What follows belongs to an exercise in optimizing a design on an open flow for small area, a short achievable clock period and few clock cycles per item; a production flow would make more cautious choices.
Function was checked by simulation only, so behaviour that the tests miss may differ from the original.
The clock port is modelled as an ideal driver; clocking choices that lean on that would not hold on a real chip.
Power and IR drop assume default switching activity.

===== flow/run.sh =====
#!/bin/bash
# Standard ORFS layout, with:
#  - the port buffers made of sky130_fd_sc_hd__buf_1 instead of the buffer buffer_ports
#    would pick by itself, and the input port buffers then made sky130_fd_sc_hd__buf_4
#    after global placement (flow/post_gp.tcl);
#  - one more setup repair after CTS and after global routing toward a tighter target
#    (flow/post_cts.tcl, flow/post_grt.tcl).
set -euo pipefail
export BUFFER_PORTS_ARGS="-buffer_cell sky130_fd_sc_hd__buf_1"
export POST_GLOBAL_PLACE_TCL="$(pwd)/flow/post_gp.tcl"
export POST_CTS_TCL="$(pwd)/flow/post_cts.tcl"
export POST_GLOBAL_ROUTE_TCL="$(pwd)/flow/post_grt.tcl"
bash standard.sh synth > synth.log 2>&1
bash standard.sh > layout.log 2>&1

===== flow/post_gp.tcl =====
# Give the input ports a stronger buffer than the output ports: each input fans out
# to many cells, each output drives only its pin's load.
set n 0
foreach inst [get_cells input*] {
  if { [get_property $inst ref_name] == "sky130_fd_sc_hd__buf_1" } {
    replace_cell $inst sky130_fd_sc_hd__buf_4
    incr n
  }
}
puts "post_gp.tcl: resized $n input buffers to buf_4"

===== design.v =====
module quik_frame_parser (
    input  wire         clk,
    input  wire         rst_n,
    input  wire         start_valid,
    output wire         start_ready,
    input  wire [15:0]  start_len,
    input  wire         in_valid,
    output wire         in_ready,
    input  wire [7:0]   in_data,
    output wire         out_valid,
    input  wire         out_ready,
    output wire [2:0]   out_res,
    output wire [4:0]   out_kind,
    output wire [61:0]  out_type,
    output wire [61:0]  out_f0,
    output wire [61:0]  out_f1,
    output wire [61:0]  out_f2,
    output wire [61:0]  out_f3,
    output wire [61:0]  out_f4,
    output wire [61:0]  out_f5,
    output wire [61:0]  out_f6,
    output wire         out_fin,
    output wire         out_off_p,
    output wire         out_len_p,
    output wire         out_ecn_p,
    output wire         out_ft_p,
    output wire [15:0]  out_data_start,
    output wire [15:0]  out_data_len,
    output wire [4:0]   out_cid_len,
    output wire [159:0] out_cid,
    output wire [127:0] out_srt,
    output wire [63:0]  out_pdata,
    output wire [2:0]   out_err_kind,
    output wire [7:0]   out_err_sub,
    output wire [15:0]  out_err_pos
);
    localparam [2:0] RES_FRAME = 3'd1, RES_END = 3'd2, RES_ERROR = 3'd3, RES_RANGE = 3'd4;
    localparam [3:0] S_IDLE  = 4'd0,    
                     S_TYPE  = 4'd1,    
                     S_VAR   = 4'd2,    
                     S_CHECK = 4'd3,    
                     S_SKIP  = 4'd4,    
                     S_CIDL  = 4'd5,    
                     S_CID   = 4'd6,    
                     S_FIXED = 4'd7,    
                     S_ERRW  = 4'd8,    
                     S_DRAIN = 4'd9,    
                     S_EMITF = 4'd10,   
                     S_CHK2  = 4'd11;   
    localparam [3:0] F_0 = 4'd0, F_1 = 4'd1, F_2 = 4'd2, F_3 = 4'd3, F_4 = 4'd4,
                     F_5 = 4'd5, F_6 = 4'd6, F_GAP = 4'd7, F_RLEN = 4'd8;
    localparam [4:0] E_VEOF = 5'h01, E_CLEOF = 5'h02, E_CTL = 5'h03, E_CEOF = 5'h04,
                     E_FEOF = 5'h0B, E_DEOF = 5'h0C, E_UNK = 5'h11;
    reg [3:0]   st;
    reg [3:0]   fld;
    reg         vfirst;       
    reg [2:0]   lane;         
    reg [15:0]  rem;          
    reg         rem_z;        
    reg [15:0]  pos;          
    reg [4:0]   T;            
    reg         thi;          
    reg [3:0]   errd;         
    reg [4:0]   ecode;        
    reg         dz;           
    reg         vz;           
    reg         vhi;          
    reg         dhi;          
    reg         sel_off0, sel_off1, sel_len0, sel_len1, to_end;
    reg         f_fld56;      
    reg [4:0]   fcnt;         
    reg [4:0]   cidlen;
    reg         chi;          
    reg         r2z;          
    reg         pend;         
    reg [1:0]   pcls;         
    reg [61:0]  R0n, R1n, R2n, R3n, R4n, R5n, R6n;
    reg [7:0]   En;
    wire [61:0] R0 = ~R0n, R1 = ~R1n, R2 = ~R2n, R3 = ~R3n, R4 = ~R4n, R5 = ~R5n, R6 = ~R6n;
    wire [7:0]  E = ~En;
    reg         ov;
    reg [2:0]   o_res;
    reg [4:0]   o_T, o_kind;
    reg         o_fin, o_offp, o_lenp, o_ecnp, o_ftp;
    reg         gn_f0, gn_f1, gn_f2, gn_f3, gn_ecn, gn_data, gn_cid, gn_pd, gn_rng, gn_err;   
    wire        g_rng = ~gn_rng, g_cid = ~gn_cid, g_err = ~gn_err;
    reg         o_all;        
    function [4:0] kind_of;
        input [4:0] t;
        begin
            case (t)
                5'h00: kind_of = 5'd1;
                5'h01: kind_of = 5'd2;
                5'h02, 5'h03: kind_of = 5'd3;
                5'h04: kind_of = 5'd4;
                5'h05: kind_of = 5'd5;
                5'h06: kind_of = 5'd6;
                5'h07: kind_of = 5'd7;
                5'h08, 5'h09, 5'h0a, 5'h0b, 5'h0c, 5'h0d, 5'h0e, 5'h0f: kind_of = 5'd8;
                5'h10: kind_of = 5'd9;
                5'h11: kind_of = 5'd10;
                5'h12, 5'h13: kind_of = 5'd11;
                5'h14: kind_of = 5'd12;
                5'h15: kind_of = 5'd13;
                5'h16, 5'h17: kind_of = 5'd14;
                5'h18: kind_of = 5'd15;
                5'h19: kind_of = 5'd16;
                5'h1a: kind_of = 5'd17;
                5'h1b: kind_of = 5'd18;
                5'h1c, 5'h1d: kind_of = 5'd19;
                5'h1e: kind_of = 5'd20;
                default: kind_of = 5'd0;
            endcase
        end
    endfunction
    wire t_ack    = (T[4:1] == 4'b0001);
    wire t_stream = (T[4:3] == 2'b01);
    wire t_crypto = (T == 5'h06);
    wire t_ntok   = (T == 5'h07);
    wire t_cc     = (T[4:1] == 4'b1110);
    wire t_ncid   = (T == 5'h18);
    wire t_path   = (T[4:1] == 4'b1101);
    wire [7:0]  b   = in_data;
    wire [1:0]  c   = b[7:6];
    wire        lt2  = (rem[15:1] == 15'd0);
    wire        lt4  = (rem[15:2] == 14'd0);
    wire        lt8  = (rem[15:3] == 13'd0);
    wire        lt16 = (rem[15:4] == 12'd0);
    wire        vshort = (c == 2'd1 & lt2) | (c == 2'd2 & lt4) | (c == 2'd3 & lt8);
    wire [2:0]  nm2  = (c == 2'd1) ? 3'd0 : (c == 2'd2) ? 3'd2 : 3'd6;    
    wire [3:0]  nbytes = (c == 2'd1) ? 4'd2 : (c == 2'd2) ? 4'd4 : 4'd8;
    wire        bz  = (b == 8'd0);
    wire        bz6 = (b[5:0] == 6'd0);
    wire [2:0] tgt = (fld == F_GAP) ? 3'd5 : (fld == F_RLEN) ? 3'd6 : fld[2:0];
    wire st_blk  = ~((st == S_TYPE) | (st == S_IDLE) | (st == S_DRAIN) | (st == S_ERRW) | (st == S_EMITF));
    wire blocked = ov & ((o_all & st_blk) | (g_rng & (st == S_VAR) & f_fld56));
    reg  hold_r;
    wire hold = hold_r;
    wire [15:0] d_off   = ({16{sel_off0}} & R0[15:0]) | ({16{sel_off1}} & R1[15:0]);
    wire [15:0] d_len   = sel_len0 ? R0[15:0] : sel_len1 ? R1[15:0] : R2[15:0];
    wire [16:0] dsum    = {1'b0, d_off} + {1'b0, d_len};
    wire        n_chi_w = dhi | (to_end & (d_off > rem));
    wire [16:0] d_cnt   = to_end ? {1'b0, rem} : dsum;
    wire [16:0] cnt     = R4[16:0];
    wire        cnt1    = (cnt == 17'd1);
    wire        cnt0    = (cnt == 17'd0);
    wire [16:0] cnt_dec = cnt - 17'd1;
    wire        d_bad   = chi | (cnt > {1'b0, rem});
    wire [15:0] addend  = (st == S_CHECK) ? d_off : (16'd0 - {12'd0, errd});
    wire [15:0] comp_lo = pos + addend;                           
    wire [15:0] comp_hi = to_end ? (rem - d_off) : d_len;         
    wire [15:0] pos1    = pos + 16'd1;
    reg  in_ready_r, start_ready_r;
    assign in_ready    = in_ready_r;
    assign start_ready = start_ready_r;
    wire take  = in_valid & in_ready;
    wire start = start_valid & start_ready;
    wire slot_free = ~ov | out_ready;
    reg [3:0]  n_st, n_fld;
    reg        n_vfirst;
    reg [2:0]  n_lane;
    reg [4:0]  n_T;
    reg        n_thi, n_dz, n_vz, n_vhi, n_dhi;
    reg [3:0]  n_errd;
    reg [4:0]  n_ecode;
    reg [4:0]  n_fcnt, n_cidlen;
    reg        n_chi, n_r2z;
    reg        cnt_ld, cnt_dec_en;
    reg [16:0] cnt_val;
    reg        rec_frame, rec_range, rec_end;
    reg        wr_comp;
    reg        fdone, fzero;
    reg        err;
    task dispatch;
        input [4:0] t;
        begin
            n_T      = t;
            n_vfirst = 1'b1;
            n_dz     = 1'b1;
            n_dhi    = 1'b0;
            case (t)
                5'h00, 5'h01, 5'h1e: begin rec_frame = 1'b1; n_st = S_TYPE; end
                5'h1a, 5'h1b:        begin n_fcnt = 5'd0; n_st = S_FIXED; end
                default:             begin n_fld = F_0; n_st = S_VAR; end
            endcase
        end
    endtask
    task error;
        input [4:0] code;
        input [3:0] d;
        begin
            err      = 1'b1;
            n_vfirst = 1'b1;
            n_ecode  = code;
            n_errd  = d;
            n_st    = S_ERRW;
        end
    endtask
    always @* begin
        n_st = st; n_fld = fld; n_vfirst = vfirst; n_lane = lane; n_T = T; n_thi = thi;
        n_dz = dz; n_vz = vz; n_vhi = vhi; n_dhi = dhi; n_errd = errd; n_ecode = ecode; n_fcnt = fcnt;
        n_cidlen = cidlen; n_chi = chi; n_r2z = r2z;
        cnt_ld = 1'b0; cnt_dec_en = 1'b0; cnt_val = d_cnt;
        rec_frame = 1'b0; rec_range = 1'b0; rec_end = 1'b0; wr_comp = 1'b0;
        fdone = 1'b0; fzero = 1'b0; err = 1'b0;
        if (!hold) begin
            case (st)
                S_IDLE: begin
                    if (start) n_st = S_TYPE;
                end
                S_TYPE: begin
                    if (rem_z) begin
                        rec_end = 1'b1;
                        n_st = start ? S_TYPE : S_IDLE;
                    end else if (take) begin
                        if (vfirst) begin
                            if (vshort)
                                error(E_VEOF, 4'd1);
                            else if (c == 2'd0) begin
                                if (b[5] | (b[4:0] == 5'h1f)) error(E_UNK, 4'd1);
                                else dispatch(b[4:0]);
                            end else begin
                                n_thi    = ~bz6;
                                n_lane   = nm2;
                                n_vfirst = 1'b0;
                                n_errd   = nbytes;
                            end
                        end else begin
                            if (lane == 3'd0) begin
                                if (thi | (b[7:5] != 3'd0) | (b[4:0] == 5'h1f)) error(E_UNK, errd);
                                else dispatch(b[4:0]);
                            end else begin
                                n_thi  = thi | ~bz;
                                n_lane = lane - 3'd1;
                            end
                        end
                    end
                end
                S_VAR: begin
                    if (t_ack & (fld == F_3)) begin
                        cnt_ld  = 1'b1;
                        cnt_val = {2'b00, (|R2[61:15]) ? 15'h7fff : R2[14:0]};
                    end
                    if ((fld == F_RLEN) & vfirst & take)
                        cnt_dec_en = 1'b1;
                    if (vfirst & rem_z)
                        error(E_VEOF, 4'd0);
                    else if (take) begin
                        if (vfirst) begin
                            if (vshort)
                                error(E_VEOF, 4'd1);
                            else if (c == 2'd0) begin
                                fdone = 1'b1; fzero = bz6;
                            end else begin
                                n_lane   = nm2;
                                n_vfirst = 1'b0;
                                n_vz     = bz6;
                                n_vhi    = c[1] & ~bz6;
                            end
                        end else begin
                            n_vz = vz & bz;
                            n_vhi = vhi | ((lane[2:1] != 2'd0) & ~bz);
                            if (lane == 3'd0) begin
                                fdone = 1'b1; fzero = vz & bz;
                            end else
                                n_lane = lane - 3'd1;
                        end
                    end
                    if (fdone) begin
                        n_vfirst = 1'b1;
                        if ((t_crypto & (fld == F_0 | fld == F_1)) | (t_ntok & fld == F_0) |
                            (t_stream & (fld == F_1 | fld == F_2)) | (t_cc & fld == F_2))
                        begin
                            n_dz  = dz & fzero;
                            n_dhi = dhi | (~vfirst & vhi);
                        end
                        if (t_ack) begin
                            case (fld)
                                F_0: n_fld = F_1;
                                F_1: n_fld = F_2;
                                F_2: begin n_fld = F_3; n_r2z = fzero; end
                                F_3: begin
                                    if (!r2z) n_fld = F_GAP;
                                    else if (T[0]) n_fld = F_4;
                                    else begin rec_frame = 1'b1; n_st = S_TYPE; end
                                end
                                F_GAP: n_fld = F_RLEN;
                                F_RLEN: begin
                                    rec_range = 1'b1;
                                    if (vfirst ? !cnt1 : !cnt0) n_fld = F_GAP;
                                    else if (T[0]) n_fld = F_4;
                                    else n_st = S_EMITF;
                                end
                                F_4: n_fld = F_5;
                                F_5: n_fld = F_6;
                                default: begin rec_frame = 1'b1; n_st = S_TYPE; end
                            endcase
                        end else if (T == 5'h04) begin
                            if (fld == F_0) n_fld = F_1;
                            else if (fld == F_1) n_fld = F_2;
                            else begin rec_frame = 1'b1; n_st = S_TYPE; end
                        end else if (T == 5'h05 || T == 5'h11 || T == 5'h15) begin
                            if (fld == F_0) n_fld = F_1;
                            else begin rec_frame = 1'b1; n_st = S_TYPE; end
                        end else if (t_crypto) begin
                            if (fld == F_0) n_fld = F_1;
                            else n_st = S_CHECK;
                        end else if (t_ntok) begin
                            n_st = S_CHECK;
                        end else if (t_stream) begin
                            if (fld == F_0 & T[2]) n_fld = F_1;
                            else if ((fld == F_0 | fld == F_1) & T[1]) n_fld = F_2;
                            else n_st = S_CHECK;
                        end else if (t_ncid) begin
                            if (fld == F_0) n_fld = F_1;
                            else n_st = S_CIDL;
                        end else if (t_cc) begin
                            if (fld == F_0) n_fld = T[0] ? F_2 : F_1;
                            else if (fld == F_1) n_fld = F_2;
                            else n_st = S_CHECK;
                        end else begin
                            rec_frame = 1'b1; n_st = S_TYPE;
                        end
                    end
                end
                S_CHECK: begin
                    wr_comp = 1'b1;
                    cnt_ld  = 1'b1;
                    n_chi   = n_chi_w;
                    n_st    = S_CHK2;
                end
                S_CHK2: begin
                    cnt_dec_en = take;
                    if (d_bad)
                        error(E_DEOF, {3'd0, take});
                    else if ((to_end ? rem_z : dz) | (take & cnt1)) begin
                        rec_frame = 1'b1; n_st = S_TYPE;
                    end else
                        n_st = S_SKIP;
                end
                S_SKIP: begin
                    cnt_dec_en = take;
                    if (take & cnt1) begin
                        rec_frame = 1'b1; n_st = S_TYPE;
                    end
                end
                S_CIDL: begin
                    if (rem_z)
                        error(E_CLEOF, 4'd0);
                    else if (take) begin
                        n_fcnt = 5'd0;
                        if (b > 8'd20)
                            error(E_CTL, 4'd1);
                        else begin
                            n_cidlen = b[4:0];
                            n_st = (b[4:0] == 5'd0) ? S_FIXED : S_CID;
                        end
                    end
                end
                S_CID: begin
                    if ((fcnt == 5'd0) & ({11'd0, cidlen} > rem))
                        error(E_CEOF, 4'd1);
                    else if (take) begin
                        if (fcnt + 5'd1 == cidlen) begin
                            n_fcnt = 5'd0; n_st = S_FIXED;
                        end else
                            n_fcnt = fcnt + 5'd1;
                    end
                end
                S_FIXED: begin
                    if (fcnt == 5'd0 & (t_ncid ? lt16 : lt8))
                        error(E_FEOF, {3'd0, take});
                    else if (take) begin
                        n_fcnt = fcnt + 5'd1;
                        if (fcnt == (t_ncid ? 5'd15 : 5'd7)) begin
                            rec_frame = 1'b1; n_st = S_TYPE;
                        end
                    end
                end
                S_ERRW: begin
                    if (!ov) begin
                        wr_comp = 1'b1;
                        n_st = S_DRAIN;
                    end
                end
                S_DRAIN: begin
                    if (rem_z) begin
                        rec_end = 1'b1;
                        n_st = start ? S_TYPE : S_IDLE;
                    end
                end
                S_EMITF: begin
                    rec_frame = 1'b1; n_st = S_TYPE;
                end
                default: n_st = S_IDLE;
            endcase
        end
    end
    wire        last_var = t_ack ? (((fld == F_3) & r2z & ~T[0]) | (fld == F_6)) :
                           (T == 5'h04) ? (fld == F_2) :
                           ((T == 5'h05) | (T == 5'h11) | (T == 5'h15)) ? (fld == F_1) :
                           ~(t_crypto | t_ntok | t_stream | t_ncid | t_cc);
    wire        fdone_v  = (st == S_VAR) & take & (vfirst ? (c == 2'd0) : (lane == 3'd0));
    wire        t1_rec   = (b[4:0] == 5'h00) | (b[4:0] == 5'h01) | (b[4:0] == 5'h1e);
    wire        rec_t    = (st == S_TYPE) & take & t1_rec &
                           (vfirst ? ((c == 2'd0) & ~b[5]) : ((lane == 3'd0) & ~thi & (b[7:5] == 3'd0)));
    wire        rec_chk2 = (st == S_CHK2) & ~d_bad & ((to_end ? rem_z : dz) | (take & cnt1));
    wire        rec_skip = (st == S_SKIP) & take & cnt1;
    wire        rec_fix  = (st == S_FIXED) & take & ~((fcnt == 5'd0) & (t_ncid ? lt16 : lt8)) &
                           (fcnt == (t_ncid ? 5'd15 : 5'd7));
    wire        rec_fr_f = rec_t | (fdone_v & last_var) | (~hold & (rec_chk2 | (st == S_EMITF))) |
                           rec_skip | rec_fix;
    wire        rec_rg_f = fdone_v & (fld == F_RLEN);
    wire        rec_en_f = ~pend & rem_z & (((st == S_TYPE) & vfirst) | (st == S_DRAIN));
    wire        rec_any  = rec_fr_f | rec_rg_f | rec_en_f;
    wire        err_wr   = ~hold & (st != S_ERRW) & (st != S_DRAIN) & (st != S_IDLE) &
                           ~((st == S_TYPE) & ~vfirst);
    wire [4:0]  err_code = (st == S_TYPE) ? (vshort ? E_VEOF : E_UNK) :
                           (st == S_VAR) ? E_VEOF :
                           (st == S_CIDL) ? (rem_z ? E_CLEOF : E_CTL) :
                           (st == S_CID) ? E_CEOF :
                           (st == S_FIXED) ? E_FEOF : E_DEOF;
    wire [3:0]  err_d    = (st == S_TYPE) ? ((vshort | (c == 2'd0)) ? 4'd1 : nbytes) :
                           (st == S_VAR) ? {3'd0, ~rem_z} :
                           (st == S_CIDL) ? {3'd0, ~rem_z} :
                           (st == S_CID) ? {2'd0, take, ~take} : {3'd0, take};
    wire        err_ld   = (st == S_ERRW) & ~ov;
    wire [1:0]  cls_now  = ((st == S_VAR) & (fld == F_RLEN)) ? 2'd1 :
                           ((st == S_TYPE) & rem_z) | (st == S_DRAIN) ? 2'd2 : 2'd0;
    wire [1:0]  ld_cls   = pend ? pcls : (st == S_ERRW) ? 2'd3 : cls_now;
    wire        ld_valid = pend | rec_any | err_ld;
    wire [4:0]  tsrc     = ((st == S_TYPE) & ~pend) ? b[4:0] : T;
    wire s_str = (tsrc[4:3] == 2'b01);
    wire s_ack = (tsrc[4:1] == 4'b0001);
    wire        vf_mode = (st == S_VAR) & vfirst;
    wire        zmode   = (st == S_CIDL);
    wire [7:0]  bus [0:6];
    wire [5:0]  bus7 = zmode ? 6'd0 : (vf_mode & (c != 2'd3)) ? 6'd0 : b[5:0];
    wire [2:0]  nm1 = (c == 2'd0) ? 3'd0 : (c == 2'd1) ? 3'd1 : (c == 2'd2) ? 3'd3 : 3'd7;
    genvar gl;
    generate
        for (gl = 0; gl < 7; gl = gl + 1) begin : g_bus
            assign bus[gl] = zmode ? 8'd0 :
                             vf_mode ? ((nm1 == gl) ? {2'b00, b[5:0]} : 8'd0) : b;
        end
    endgenerate
    wire        wr_ok = ~hold;
    wire [7:0]  var_en [0:6];
    genvar gr;
    generate
        for (gr = 0; gr < 7; gr = gr + 1) begin : g_ven
            for (gl = 0; gl < 8; gl = gl + 1) begin : g_vl
                assign var_en[gr][gl] = wr_ok & (st == S_VAR) & (tgt == gr) &
                                        (vfirst | (lane == gl));
            end
        end
    endgenerate
    wire [19:0] cid_en;
    wire [15:0] srt_en;
    generate
        for (gl = 0; gl < 20; gl = gl + 1) begin : g_cen
            assign cid_en[gl] = wr_ok & ((st == S_CIDL) |
                                         (((st == S_CID) | ((st == S_FIXED) & t_path)) & (fcnt == gl)));
        end
        for (gl = 0; gl < 16; gl = gl + 1) begin : g_sen
            assign srt_en[gl] = wr_ok & (st == S_FIXED) & t_ncid & (fcnt == gl);
        end
    endgenerate
    wire [7:0] en0 = var_en[0];
    wire [7:0] en1 = var_en[1];
    wire [7:0] en2 = var_en[2] | {1'b0, cid_en[6:0]};
    wire [7:0] en3 = var_en[3] | {1'b0, cid_en[13:7]};
    wire [7:0] en4 = var_en[4] | {1'b0, srt_en[0], cid_en[19:14]};
    wire [7:0] en5 = var_en[5] | {1'b0, srt_en[7:1]};
    wire [7:0] en6 = var_en[6] | {1'b0, srt_en[14:8]};
    wire       enE = srt_en[15];
    wire       comp_en = wr_ok & wr_comp;
    wire [61:0] busw = {bus7, bus[6], bus[5], bus[4], bus[3], bus[2], bus[1], bus[0]};
    integer k;
    always @(posedge clk) begin
        for (k = 0; k < 7; k = k + 1) begin
            if (en0[k]) R0n[8*k +: 8] <= ~busw[8*k +: 8];
            if (en1[k]) R1n[8*k +: 8] <= ~busw[8*k +: 8];
            if (en2[k]) R2n[8*k +: 8] <= ~busw[8*k +: 8];
            if (en3[k]) R3n[8*k +: 8] <= ~busw[8*k +: 8];
            if (en4[k]) R4n[8*k +: 8] <= ~busw[8*k +: 8];
            if (en5[k]) R5n[8*k +: 8] <= ~busw[8*k +: 8];
            if (en6[k]) R6n[8*k +: 8] <= ~busw[8*k +: 8];
        end
        if (en0[7]) R0n[61:56] <= ~bus7;
        if (en1[7]) R1n[61:56] <= ~bus7;
        if (en2[7]) R2n[61:56] <= ~bus7;
        if (en3[7]) R3n[61:56] <= ~bus7;
        if (en4[7]) R4n[61:56] <= ~bus7;
        if (en5[7]) R5n[61:56] <= ~bus7;
        if (en6[7]) R6n[61:56] <= ~bus7;
        if (enE) En <= ~b;
        if (comp_en) R3n[31:0] <= ~{comp_hi, comp_lo};
        if (wr_ok & (cnt_ld | cnt_dec_en)) R4n[16:0] <= ~(cnt_ld ? cnt_val : cnt_dec);
    end
    always @(posedge clk) begin
        if (!rst_n) begin
            st     <= S_IDLE;
            vfirst <= 1'b1;
            rem    <= 16'd0;
            rem_z  <= 1'b1;
            pos    <= 16'd0;
            pend   <= 1'b0;
            ov     <= 1'b0;
        end else begin
            st <= n_st; fld <= n_fld; vfirst <= n_vfirst; lane <= n_lane;
            thi <= n_thi; dz <= n_dz; vz <= n_vz; vhi <= n_vhi; dhi <= n_dhi;
            if ((st == S_TYPE) & take) begin
                T        <= b[4:0];
                sel_off0 <= (b[4:0] == 5'h06);
                sel_off1 <= (b[4:3] == 2'b01) & b[2];
                sel_len0 <= (b[4:0] == 5'h07);
                sel_len1 <= (b[4:0] == 5'h06);
                to_end   <= (b[4:3] == 2'b01) & ~b[1];
            end
            f_fld56  <= (n_fld == F_5) | (n_fld == F_6) | (n_fld == F_GAP) | (n_fld == F_RLEN); 
            fcnt <= n_fcnt; cidlen <= n_cidlen; chi <= n_chi; r2z <= n_r2z;
            if (start) begin
                rem   <= start_len;
                rem_z <= (start_len == 16'd0);
                pos   <= 16'd0;
            end else if (take) begin
                rem   <= rem - 16'd1;
                rem_z <= (rem == 16'd1);
                pos   <= pos1;
            end
            if (pend & slot_free)
                pend <= 1'b0;
            else if (rec_any & ~slot_free) begin
                pend <= 1'b1;
                pcls <= cls_now;
            end
            if (slot_free)
                ov <= ld_valid;
            if (err_wr) begin
                ecode <= err_code;
                errd  <= err_d;
            end
        end
    end
    reg  [1:0] o_cls;
    wire [1:0] nx_cls = slot_free ? ld_cls : o_cls;
    wire [4:0] nx_T   = slot_free ? ((ld_cls[1] == 1'b0) ? tsrc : 5'd0) : o_T;
    wire       nx_str = (nx_T[4:3] == 2'b01);
    wire       nx_ack = (nx_T[4:1] == 4'b0001);
    wire       nx_fr  = (nx_cls == 2'd0);
    always @(posedge clk) begin
        o_cls   <= nx_cls;
        o_T     <= nx_T;
        o_res   <= (nx_cls == 2'd0) ? RES_FRAME : (nx_cls == 2'd1) ? RES_RANGE :
                   (nx_cls == 2'd2) ? RES_END : RES_ERROR;
        o_kind  <= nx_fr ? kind_of(nx_T) : (nx_cls == 2'd1) ? 5'd3 : 5'd0;
        o_fin   <= nx_fr & nx_str & nx_T[0];
        o_lenp  <= nx_fr & nx_str & nx_T[1];
        o_offp  <= nx_fr & nx_str & nx_T[2];
        o_ecnp  <= nx_fr & (nx_T == 5'h03);
        o_ftp   <= nx_fr & (nx_T == 5'h1c);
        gn_f0   <= ~(nx_fr & ~(nx_T == 5'h00 | nx_T == 5'h01 | nx_T == 5'h1a | nx_T == 5'h1b |
                               nx_T == 5'h1e));
        gn_f1   <= ~(nx_fr & (nx_ack | nx_T == 5'h04 | nx_T == 5'h05 | nx_T == 5'h06 |
                              (nx_str & nx_T[2]) | nx_T == 5'h11 | nx_T == 5'h15 |
                              nx_T == 5'h18 | nx_T == 5'h1c));
        gn_f2   <= ~(nx_fr & (nx_ack | nx_T == 5'h04 | (nx_str & nx_T[1]) | nx_T == 5'h1c |
                              nx_T == 5'h1d));
        gn_f3   <= ~(nx_fr & nx_ack);
        gn_ecn  <= ~(nx_fr & (nx_T == 5'h03));
        gn_data <= ~(nx_fr & (nx_T == 5'h06 | nx_T == 5'h07 | nx_str | nx_T == 5'h1c | nx_T == 5'h1d));
        gn_cid  <= ~(nx_fr & (nx_T == 5'h18));
        gn_pd   <= ~(nx_fr & (nx_T[4:1] == 4'b1101));
        o_all   <= nx_fr & ~(nx_T == 5'h00 | nx_T == 5'h01 | nx_T == 5'h1e);
        gn_rng  <= ~(nx_cls == 2'd1);
        gn_err  <= ~(nx_cls == 2'd3);
    end
    wire n_rem_z   = start ? (start_len == 16'd0) : take ? (rem == 16'd1) : rem_z;
    wire n_pend    = (pend & slot_free) ? 1'b0 : (rec_any & ~slot_free) ? 1'b1 : pend;
    wire n_ov      = slot_free ? ld_valid : ov;
    wire n_o_all   = nx_fr & ~(nx_T == 5'h00 | nx_T == 5'h01 | nx_T == 5'h1e);
    wire n_g_rng   = (nx_cls == 2'd1);
    wire n_fld56   = (n_fld == F_5) | (n_fld == F_6) | (n_fld == F_GAP) | (n_fld == F_RLEN);
    wire n_to_end  = ((st == S_TYPE) & take) ? ((b[4:3] == 2'b01) & ~b[1]) : to_end;
    wire n_st_blk  = ~((n_st == S_TYPE) | (n_st == S_IDLE) | (n_st == S_DRAIN) |
                       (n_st == S_ERRW) | (n_st == S_EMITF));
    wire n_blocked = n_ov & ((n_o_all & n_st_blk) | (n_g_rng & (n_st == S_VAR) & n_fld56));
    wire n_st_ok   = (n_st == S_TYPE) | (n_st == S_VAR) | (n_st == S_SKIP) | (n_st == S_CIDL) |
                     (n_st == S_CID) | (n_st == S_FIXED) | (n_st == S_DRAIN) |
                     ((n_st == S_CHK2) & (n_to_end | ~n_dz));
    always @(posedge clk) begin
        if (!rst_n) begin
            in_ready_r    <= 1'b0;
            start_ready_r <= 1'b1;
            hold_r        <= 1'b0;
        end else begin
            in_ready_r    <= ~n_rem_z & ~n_pend & ~n_blocked & n_st_ok;
            hold_r        <= n_pend | n_blocked;
            start_ready_r <= ~n_pend & ((n_st == S_IDLE) |
                                        (((n_st == S_TYPE) & n_vfirst) | (n_st == S_DRAIN)) & n_rem_z);
        end
    end
    wire [159:0] cid_w = {R2[7:0], R2[15:8], R2[23:16], R2[31:24], R2[39:32], R2[47:40], R2[55:48],
                          R3[7:0], R3[15:8], R3[23:16], R3[31:24], R3[39:32], R3[47:40], R3[55:48],
                          R4[7:0], R4[15:8], R4[23:16], R4[31:24], R4[39:32], R4[47:40]};
    wire [127:0] srt_w = {R4[55:48],
                          R5[7:0], R5[15:8], R5[23:16], R5[31:24], R5[39:32], R5[47:40], R5[55:48],
                          R6[7:0], R6[15:8], R6[23:16], R6[31:24], R6[39:32], R6[47:40], R6[55:48],
                          E};
    wire [159:0] cid_wn = ~cid_w;
    wire [127:0] srt_wn = ~srt_w;
    assign out_valid      = ov;
    assign out_res        = o_res;
    assign out_kind       = o_kind;
    assign out_type       = {57'd0, o_T};
    assign out_f0         = ~(({62{gn_f0}} | R0n) & ({62{gn_rng}} | R5n));
    assign out_f1         = ~(({62{gn_f1}} | R1n) & ({62{gn_rng}} | R6n));
    assign out_f2         = ~({62{gn_f2}} | R2n);
    assign out_f3         = ~({62{gn_f3}} | R3n);
    assign out_f4         = ~({62{gn_ecn}} | R4n);
    assign out_f5         = ~({62{gn_ecn}} | R5n);
    assign out_f6         = ~({62{gn_ecn}} | R6n);
    assign out_fin        = o_fin;
    assign out_off_p      = o_offp;
    assign out_len_p      = o_lenp;
    assign out_ecn_p      = o_ecnp;
    assign out_ft_p       = o_ftp;
    assign out_data_start = ~({16{gn_data}} | R3n[15:0]);
    assign out_data_len   = ~({16{gn_data}} | R3n[31:16]);
    assign out_cid_len    = {5{g_cid}} & cidlen;
    assign out_cid        = ~({160{gn_cid}} | cid_wn);
    assign out_srt        = ~({128{gn_cid}} | srt_wn);
    assign out_pdata      = ~({64{gn_pd}} | cid_wn[159:96]);
    assign out_err_kind   = {1'b0, g_err & ecode[4], g_err & ~ecode[4]};
    assign out_err_sub    = {4'd0, {4{g_err}} & ecode[3:0]};
    assign out_err_pos    = ~({16{gn_err}} | R3n[15:0]);
endmodule

===== standard.sh =====
#!/bin/bash
# synth_recipe.tcl (not shown) runs the flow's synth.tcl, then flattens the netlist and writes it again
# the make line also repeats each setting of config.mk as NAME=value (left out here)
make -C /OpenROAD-flow-scripts/flow DESIGN_CONFIG=/design/flow/config.mk WORK_HOME=/design/flow/orfs CLKGATE_MAP_FILE= SYNTH_SCRIPT=/design/flow/synth_recipe.tcl "${@:-finish}"

===== constraint.sdc =====
create_clock -name core_clock -period 10.0 [get_ports {clk}]
set_input_delay 2.0000 -clock core_clock [delete_from_list [all_inputs] [get_ports {clk}]]
set_output_delay 2.0000 -clock core_clock [all_outputs]
set_load 0.01 [all_outputs]

===== flow/post_cts.tcl =====
repair_timing -setup -setup_margin 7.0 -repair_tns 0 -verbose
detailed_placement
check_placement -verbose

===== config.mk =====
export PLATFORM = sky130hd
export DESIGN_NAME = quik_frame_parser
export DESIGN_NICKNAME = quik_frame_parser
export VERILOG_FILES = /design/flow/design.v
export SDC_FILE = /design/flow/constraint.sdc
export NUM_CORES = 4
export LEC_CHECK = 0
export CAP_MARGIN = 20
export CORE_MARGIN = 2
export CORE_UTILIZATION = 40
export SETUP_SLACK_MARGIN = 5
export SLEW_MARGIN = 20

===== flow/post_grt.tcl =====
# After global routing, repair setup timing once more with global-route parasitics
# toward the same tighter target, then re-legalize and re-route the changed nets.
estimate_parasitics -global_routing
repair_timing -setup -setup_margin 7.0 -repair_tns 0 -verbose
repair_timing -hold -hold_margin 0.05 -verbose
global_route -start_incremental
detailed_placement
global_route -end_incremental
check_placement -verbose
estimate_parasitics -global_routing

==> run summary, run 1 <==
Status = no timing/DRC/antenna violations
DRC Markers = 0
Max frequency = 237 MHz
TritonCTS clock tree = done
Synth cell types = 83
Worst-Skew Late Latency = 0.69 ns
Pwr dens = 169 mW/mm^2
Drt wl/cell = 34.1 um
Floorplan Core Area = 0.0759 mm^2
Synth area leader = edfxtp_1
Die X = 281 um
Layout cells sized above 1 = 7.53%
CP Cell Sequence = buf_16 -> nor2_1 -> buf_1
Final Hold Viols = 0
Yosys Warn Count = 1
Final Max Tran Viols = 0
Initial antenna violation count = 8
Peak VDD IR = 124 uV
Nets = 4251
Reg2reg end = R3n[30]
Post-synth top area share = 47.6%
Family with the most delay on the worst path = buffers and inverters
Clk_skew = 0.0481 ns
CP startpoint = gn_cid
Io pins = 957
Worst path depth = 3
Synth Flop Type = edfxtp_1
Via density = 6.12
Max incr delay on CP = 0.60 ns
Leak = 0.0139 uW
Top post-synthesis cells by count = 914 x nor2_1, 486 x edfxtp_1, 193 x clkbuf_1, 193 x nand2_1, 171 x a21oi_1
Post-synthesis sequential area ratio = 52.3%
Max cap viols = 0
Vias = 31843
Worst R2R Start = sel_off0
R2R setup slack = 5.91 ns
Hold/Removal Path Class = flip-flop to flip-flop
Fin cells = 5203
IO Port Bufs = 894
Placed Cells incl. Taps = 5039
Clock Sinks = 559
Antenna Nets Post-Route = 0
Worst-path clk slew = 0.06 ns
Worst Setup EP = out_srt[52]
Vias in the first global route = 27284
Final period util = 42.3%
Placed Area = 0.0348 mm^2
Cell Area, Synth = 0.0307 mm^2
Drt first pass iters = 6
Pwr Total = 6370 uW
Drt first-iter violations = 4460
Mean Syn Cell Area = 9.35 um^2
Critical path fanouts, max = 77
First-pass GRT wire length = 232000 um
Post-synth ARST share = 0%
DIE AREA = 0.0789 mm^2
Fillers = 7470
Pin slew with the least headroom to its limit = 1.22 ns
Final Setup Violations = 0
Starting Density = 40.4%
Area delta synth->final = 22.9%
Number of synthesized flops with an enable pin = 486
Max-slew headroom at the worst pin = 18.7%
Kind of critical path = flip-flop to output port
Largest net degree at the start of global routing = 99
Cell area after layout = 0.0377 mm^2
CP Launch Type = flip-flop
Reg2reg path depth = 15
Setup TNS = 0 ns
GRT Total Usage = 42.9%
Top post-synthesis cells by area = edfxtp_1 48%, nor2_1 11%, dfxtp_1 4.8%
Critical Path RT = 8.00 ns
Core Rows = 101
Remaining Overflow, GRT = 0
Yosys reg bits = 559
Final HPWL DP = 135000 um
Arrival @ worst endpoint = 2.23 ns
Top-count cell post-synth = nor2_1
Drt total wl = 178000 um
Cell count after synthesis = 3280
Buffers & Inverters on Critical Path = 2
Die Ht = 281 um
Fin crit period = 4.23 ns
Crit path capture type = output port
Slowest cell on the critical path = buf_1
==> state kept, by name (all words and copies together), names as in the netlist, 8 cells and up <==
register / flops
R0n: 62
R1n: 62
R2n: 62
R3n: 62
R4n: 62
R5n: 62
R6n: 62
pos: 16
rem: 16
En: 8
==> worst min path at each step <==
stage                         from  endpoint  slack (ns)  cells after the start
after floorplan           o_cls[0]  o_cls[0]        0.47                      1
after global placement    o_cls[0]  o_cls[0]        0.49                      1
after detailed placement  o_cls[0]  o_cls[0]        0.50                      1
final                     o_cls[0]  o_cls[0]        0.50                      1
==> cell type report <==
| type | count | area (um^2) | area share [%] |
|---|---|---|---|
| flip-flops and latches | 559 | 16100 | 42.6 |
| inverters | 106 | 413 | 1.09 |
| clock inverters | 41 | 463 | 1.23 |
| clock buffers | 75 | 1630 | 4.33 |
| repair buffers | 992 | 4380 | 11.6 |
| well taps | 1030 | 1290 | 3.42 |
| multi-input cells | 2398 | 13500 | 35.7 |
| diodes | 2 | 5.00 | 0.0133 |
==> per-layer routing <==
| layer | up-vias | track usage, % | wire length, um | part of all wire, % |
|---|---|---|---|---|
| li1 | 13261 | - | - | - |
| met1 | 15779 | 57.7 | 69700 | 39 |
| met2 | 2460 | 56.9 | 69400 | 39 |
| met3 | 337 | 24.6 | 31400 | 18 |
| met4 | 6 | 14.4 | 7010 | 3.9 |
| met5 | - | 0.688 | 73 | 0.041 |
==> cells by family (layout without fill, tap and decap cells) <==
logic type / Yosys count / after routing / share of synthesized area [%]
xor gates and xnor gates: 84 / 84 / 2.40
muxes: 33 / 33 / 1.11
AOI/OAI and AO/OA: 662 / 662 / 13.8
DFF: 559 / 559 / 52.3
adders and majority gates: 104 / 104 / 4.32
buffers and inverters: 384 / 1214 / 5.52
other: 1 / 64 / 0.0122
and+or+nand+nor: 1453 / 1453 / 20.5
==> stage by stage <==
step	setup slack, ns	util, %	hold WS, ns
detailed placement	4.40	45.8	0.498
global placement	4.18	45.7	0.493
finish	5.77	49.7	0.504
floorplan	5.31	-	0.468
==> power by group <==
group / total [uW] / leakage (uW) / internal, uW / switching [uW]
Sequential: 2650 / 0.00499 / 2580 / 69.1
Combinational: 1320 / 0.00789 / 357 / 960
Clock: 2410 / 0.00101 / 1350 / 1050
Total: 6370 / 0.0139 / 4290 / 2080
==> placed cells by master, fill, tap and decap left out, types with 26 or more instances in the layout <==
master / netlist / routed
a21oi_1: 171 / 171
o22ai_1: 163 / 160
clkbuf_16: 0 / 64
edfxtp_1: 486 / 486
o21ai_0: 99 / 95
a31oi_1: 27 / 26
nor2_1: 914 / 910
nand3_1: 66 / 64
ha_1: 101 / 98
nand2_1: 193 / 191
buf_4: 62 / 102
or3_1: 30 / 29
inv_1: 105 / 101
conb_1: 1 / 62
buf_1: 17 / 865
xnor2_1: 50 / 50
dfxtp_1: 73 / 63
xor2_1: 34 / 34
nand4_1: 34 / 34
nor3_1: 53 / 50
nor2b_1: 37 / 36
Testbench counts, summed over its fixed seeds: cycles 166,662, bytes 160,634.
==> run 2, diff against run 1 <==
--- a/design.v
+++ b/design.v
@@ -151,6 +151,8 @@
     wire [15:0] comp_hi = to_end ? (rem - d_off) : d_len;         
     wire [15:0] pos1    = pos + 16'd1;
     reg  in_ready_r, start_ready_r;
+    reg        e_var, e_cidl, e_cid, e_srt;
+    reg  [6:0] e_tgt;
     assign in_ready    = in_ready_r;
     assign start_ready = start_ready_r;
     wire take  = in_valid & in_ready;
@@ -450,8 +452,7 @@
     generate
         for (gr = 0; gr < 7; gr = gr + 1) begin : g_ven
             for (gl = 0; gl < 8; gl = gl + 1) begin : g_vl
-                assign var_en[gr][gl] = wr_ok & (st == S_VAR) & (tgt == gr) &
-                                        (vfirst | (lane == gl));
+                assign var_en[gr][gl] = e_var & e_tgt[gr] & (vfirst | (lane == gl));
             end
         end
     endgenerate
@@ -459,11 +460,10 @@
     wire [15:0] srt_en;
     generate
         for (gl = 0; gl < 20; gl = gl + 1) begin : g_cen
-            assign cid_en[gl] = wr_ok & ((st == S_CIDL) |
-                                         (((st == S_CID) | ((st == S_FIXED) & t_path)) & (fcnt == gl)));
+            assign cid_en[gl] = e_cidl | (e_cid & (fcnt == gl));
         end
         for (gl = 0; gl < 16; gl = gl + 1) begin : g_sen
-            assign srt_en[gl] = wr_ok & (st == S_FIXED) & t_ncid & (fcnt == gl);
+            assign srt_en[gl] = e_srt & (fcnt == gl);
         end
     endgenerate
     wire [7:0] en0 = var_en[0];
@@ -583,6 +583,7 @@
     wire n_g_rng   = (nx_cls == 2'd1);
     wire n_fld56   = (n_fld == F_5) | (n_fld == F_6) | (n_fld == F_GAP) | (n_fld == F_RLEN);
     wire n_to_end  = ((st == S_TYPE) & take) ? ((b[4:3] == 2'b01) & ~b[1]) : to_end;
+    wire [4:0] n_Tt = ((st == S_TYPE) & take) ? b[4:0] : T;
     wire n_st_blk  = ~((n_st == S_TYPE) | (n_st == S_IDLE) | (n_st == S_DRAIN) |
                        (n_st == S_ERRW) | (n_st == S_EMITF));
     wire n_blocked = n_ov & ((n_o_all & n_st_blk) | (n_g_rng & (n_st == S_VAR) & n_fld56));
@@ -594,9 +595,18 @@
             in_ready_r    <= 1'b0;
             start_ready_r <= 1'b1;
             hold_r        <= 1'b0;
+            e_var         <= 1'b0;
+            e_cidl        <= 1'b0;
+            e_cid         <= 1'b0;
+            e_srt         <= 1'b0;
         end else begin
             in_ready_r    <= ~n_rem_z & ~n_pend & ~n_blocked & n_st_ok;
             hold_r        <= n_pend | n_blocked;
+            e_var         <= ~(n_pend | n_blocked) & (n_st == S_VAR);
+            e_tgt         <= 7'd1 << ((n_fld == F_GAP) ? 3'd5 : (n_fld == F_RLEN) ? 3'd6 : n_fld[2:0]);
+            e_cidl        <= ~(n_pend | n_blocked) & (n_st == S_CIDL);
+            e_cid         <= ~(n_pend | n_blocked) & ((n_st == S_CID) | ((n_st == S_FIXED) & (n_Tt[4:1] == 4'b1101)));
+            e_srt         <= ~(n_pend | n_blocked) & (n_st == S_FIXED) & (n_Tt == 5'h18);
             start_ready_r <= ~n_pend & ((n_st == S_IDLE) |
                                         (((n_st == S_TYPE) & n_vfirst) | (n_st == S_DRAIN)) & n_rem_z);
         end
==> flow/post_cts.tcl (replaced) <==
repair_timing -setup -setup_margin 6.5 -repair_tns 0 -verbose
detailed_placement
check_placement -verbose
==> flow/post_grt.tcl (replaced) <==
# After global routing, repair setup timing once more with global-route parasitics
# toward the same tighter target, then re-legalize and re-route the changed nets.
estimate_parasitics -global_routing
repair_timing -setup -setup_margin 6.5 -repair_tns 0 -verbose
repair_timing -hold -hold_margin 0.05 -verbose
global_route -start_incremental
detailed_placement
global_route -end_incremental
check_placement -verbose
estimate_parasitics -global_routing
==> run summary, run 2 <==
Status = no timing/DRC/antenna violations
Drt wl/cell = 33.3 um (-2.5%)
Layout cells sized above 1 = 7.22% (-0.31 points)
Clk_skew = 0.0397 ns (-0.00834 ns)
Remaining Overflow, GRT = 0 (unchanged)
Top post-synthesis cells by area = edfxtp_1 48%, nor2_1 11%, dfxtp_1 5.0%
Post-synth top area share = 47.6% (about the same)
Drt first pass iters = 6 (unchanged)
Clock Sinks = 570 (+2.0%)
Die Ht = 283 um (+0.71%)
Arrival @ worst endpoint = 4.94 ns (+2.71 ns)
Setup TNS = 0 ns (unchanged)
Post-synth ARST share = 0% (unchanged)
Top-count cell post-synth = nor2_1
Io pins = 957 (unchanged)
Hold-critical path endpoint = pos[14]
Yosys Warn Count = 1 (unchanged)
Starting Density = 40.3% (-0.088 points)
R2R setup slack = 5.72 ns (-0.19 ns)
Final Hold Viols = 0 (unchanged)
Mean Syn Cell Area = 9.35 um^2 (about the same)
Final HPWL DP = 133000 um (-1.2%)
Leak = 0.0137 uW (-1.5%)
Worst-path clk slew = 0.06 ns (about the same)
Antenna Nets Post-Route = 0 (unchanged)
Max cap viols = 0 (unchanged)
IO Port Bufs = 894 (unchanged)
Multi-input logic area = 0.0136 mm^2 (+1.4%)
Initial antenna violation count = 22 (+14)
Floorplan Core Area = 0.0772 mm^2 (+1.7%)
Drt first-iter violations = 4517 (+1.3%)
Worst-Skew Late Latency = 0.68 ns (about the same)
Fillers = 7603 (+1.8%)
Most frequent cells in the layout = 948 x nor2_1, 864 x buf_1, 493 x edfxtp_1
Largest net degree at the start of global routing = 93 (-6.1%)
Number of synthesized flops with an enable pin = 493 (+1.4%)
Worst R2R Start = sel_off0
Worst Hold Depth = 2 (+1)
Max-slew headroom at the worst pin = 16.1% (-2.5 points)
TritonCTS clock tree = done
Peak VDD IR = 157 uV (+27%)
Cell area after layout = 0.0381 mm^2 (+0.91%)
Final Setup Violations = 0 (unchanged)
Top post-synthesis cells by count = 952 x nor2_1, 493 x edfxtp_1, 188 x clkbuf_1
Drt total wl = 175000 um (-1.5%)
Pwr dens = 163 mW/mm^2 (-3.4%)
First-pass GRT wire length = 232000 um (+0.28%)
Core Rows = 102 (+0.99%)
Worst Hold Launch = pos[14]
DIE AREA = 0.0800 mm^2 (+1.4%)
Area delta synth->final = 22.3%
Via density = 5.99 (-2.2%)
Pwr Total = 6210 uW (-2.5%)
Vias = 31477 (-1.1%)
Synth Flop Type = edfxtp_1
Cell Area, Synth = 0.0311 mm^2 (+1.4%)
Vias in the first global route = 28113 (+3.0%)
Critical path fanouts, max = 17 (-78%)
Nets = 4291 (+0.94%)
Cell count after synthesis = 3328 (+1.5%)
Final Max Tran Viols = 0 (unchanged)
CP Launch Type = primary input
Yosys reg bits = 570 (+2.0%)
Hold/Removal Path Class = flip-flop to flip-flop
Critical Path RT = 10.55 ns (+2.55 ns)
Reg2reg path depth = 14 (-1)
Kind of critical path = primary input to flip-flop
Most common library cell in the layout ignoring fill and taps = nor2_1
GRT Total Usage = 41.7% (-1.2 points)
Post-synthesis sequential area ratio = 52.5% (+0.19 points)
Synth cell types = 94 (+13%)
DRC Markers = 0 (unchanged)
Crit path capture type = flip-flop
Layout Utilization = 49.3% (-0.37 points)
Die X = 283 um (+0.71%)
Max frequency = 228 MHz (-3.7%)
Placed Area = 0.0354 mm^2 (+1.6%)
Fin crit period = 4.39 ns (+0.163 ns)
Pin slew with the least headroom to its limit = 1.25 ns (+0.0318 ns)
Reg2reg end = R4n[14]
Synth area leader = edfxtp_1
FF/Latch Area = 0.0164 mm^2 (+1.8%)
Final period util = 43.9% (+1.6 points)
-- run 2: cell count changes after synthesis, moves of 8 or more --
cell	change
o22ai_1	-16
o211a_1	-13
nor2_1	+38
nor4_1	+10
a211oi_1	+12
o21ai_0	+17
a31oi_1	+8
mux2_2	-8
nand2_1	-12
a211o_1	+11
inv_1	+9
nor2b_1	-8
-- run 2: layout make-up --
class | instances | share of cell area (%)
diodes | 7 | 0.0460
clock buffers | 74 | 4.27
inverters | 119 | 1.20
clock inverters | 42 | 1.13
well taps | 1040 | 3.42
flip-flops and latches | 570 | 43.0
repair buffers | 978 | 11.1
multi-input cells | 2428 | 35.8
-- run 2: metal layers --
layer  vias to the layer above  track usage (%)  routed length (um)
met4                        14             20.9               10100
met3                       382             16.1               24000
met5                         -                0                  90
met2                      2278             62.9               76500
met1                     15406             52.2               64200
li1                      13397                -                   -
-- run 2: power by group --
group          internal (uW)  leakage, uW  total (uW)  switching [uW]
combinational            311      0.00758        1150             844
clock                   1340     0.000985        2370            1030
sequential              2620      0.00511        2690            67.7
total                   4270       0.0137        6210            1940
-- run 2: cells by family after synthesis --
kind of cell | Yosys count | share of synthesized area [%]
simple gates | 1465 | 20.3
fa+ha+maj | 104 | 4.25
mux | 26 | 0.840
flops | 570 | 52.5
compound gates | 686 | 14.1
buf+inv | 391 | 5.54
xor+xnor | 85 | 2.39
other cells | 1 | 0.0121
-- run 2: how the worst max path moves through the flow --
stage | start | slack, ns | to
after floorplan | in_data[7] | 5.09 | e_cidl
after global placement | in_data[6] | 4.21 | e_cid
after detailed placement | in_valid | 4.24 | e_cidl
final | in_valid | 5.61 | in_ready_r
-- run 2: stage by stage --
step                      setup WS (ns)  std cells  hold WS, ns
after floorplan                    5.09       3389        0.475
after global placement             4.21       5110        0.520
after detailed placement           4.24       5110        0.534
final                              5.61       5258        0.543
-- run 2: critical path, stage by stage --
cell and delay, ns:
buf_4 0.08, nand2_1 0.06, buf_4 0.25, clkinvlp_4 0.12
buf_4 0.20, nand3_1 0.14, o32ai_4 0.45, a2bb2oi_1 0.22
nor4_1 0.08, a221o_2 0.34, or2_4 0.28, a211o_1 0.34
a211oi_4 0.27, nor4_1 0.09
Testbench counts of run 2, summed over its fixed seeds: cycles 166,662, bytes 160,634.

==> static timing again, ports no longer ideal <==
The results above use ideal ports. As a check the final layouts listed here were re-extracted and re-timed, cells and wires unchanged.
Step 1: set_driving_cell puts a clkbuf_16 on clk and a buf_2 on each other input, an assumption about the parent block.
Step 2 also shifts input and output timing later by t, the mid clock arrival at the registers, as if the neighbouring blocks saw the same clock.
Three values: ideal ports, drivers, drivers and shift; two values: the first two.
run | t, ns | setup slack, ns | latest minus earliest clock arrival (ns) | worst register clock-pin slew, ns | cell pins on the clock port's net
run 1 | 0.726 | 5.772 / 5.697 / 4.970 | 0.052 / 0.051 | 0.07 / 0.07 | 1
run 2 | 0.735 | 5.609 / 5.562 / 4.863 | 0.040 / 0.040 | 0.07 / 0.07 | 1
After both steps every run listed still meets setup and hold. For run 1, which loses most, drivers alone change the setup slack by -0.075 ns; drivers and shift together by -0.802 ns.
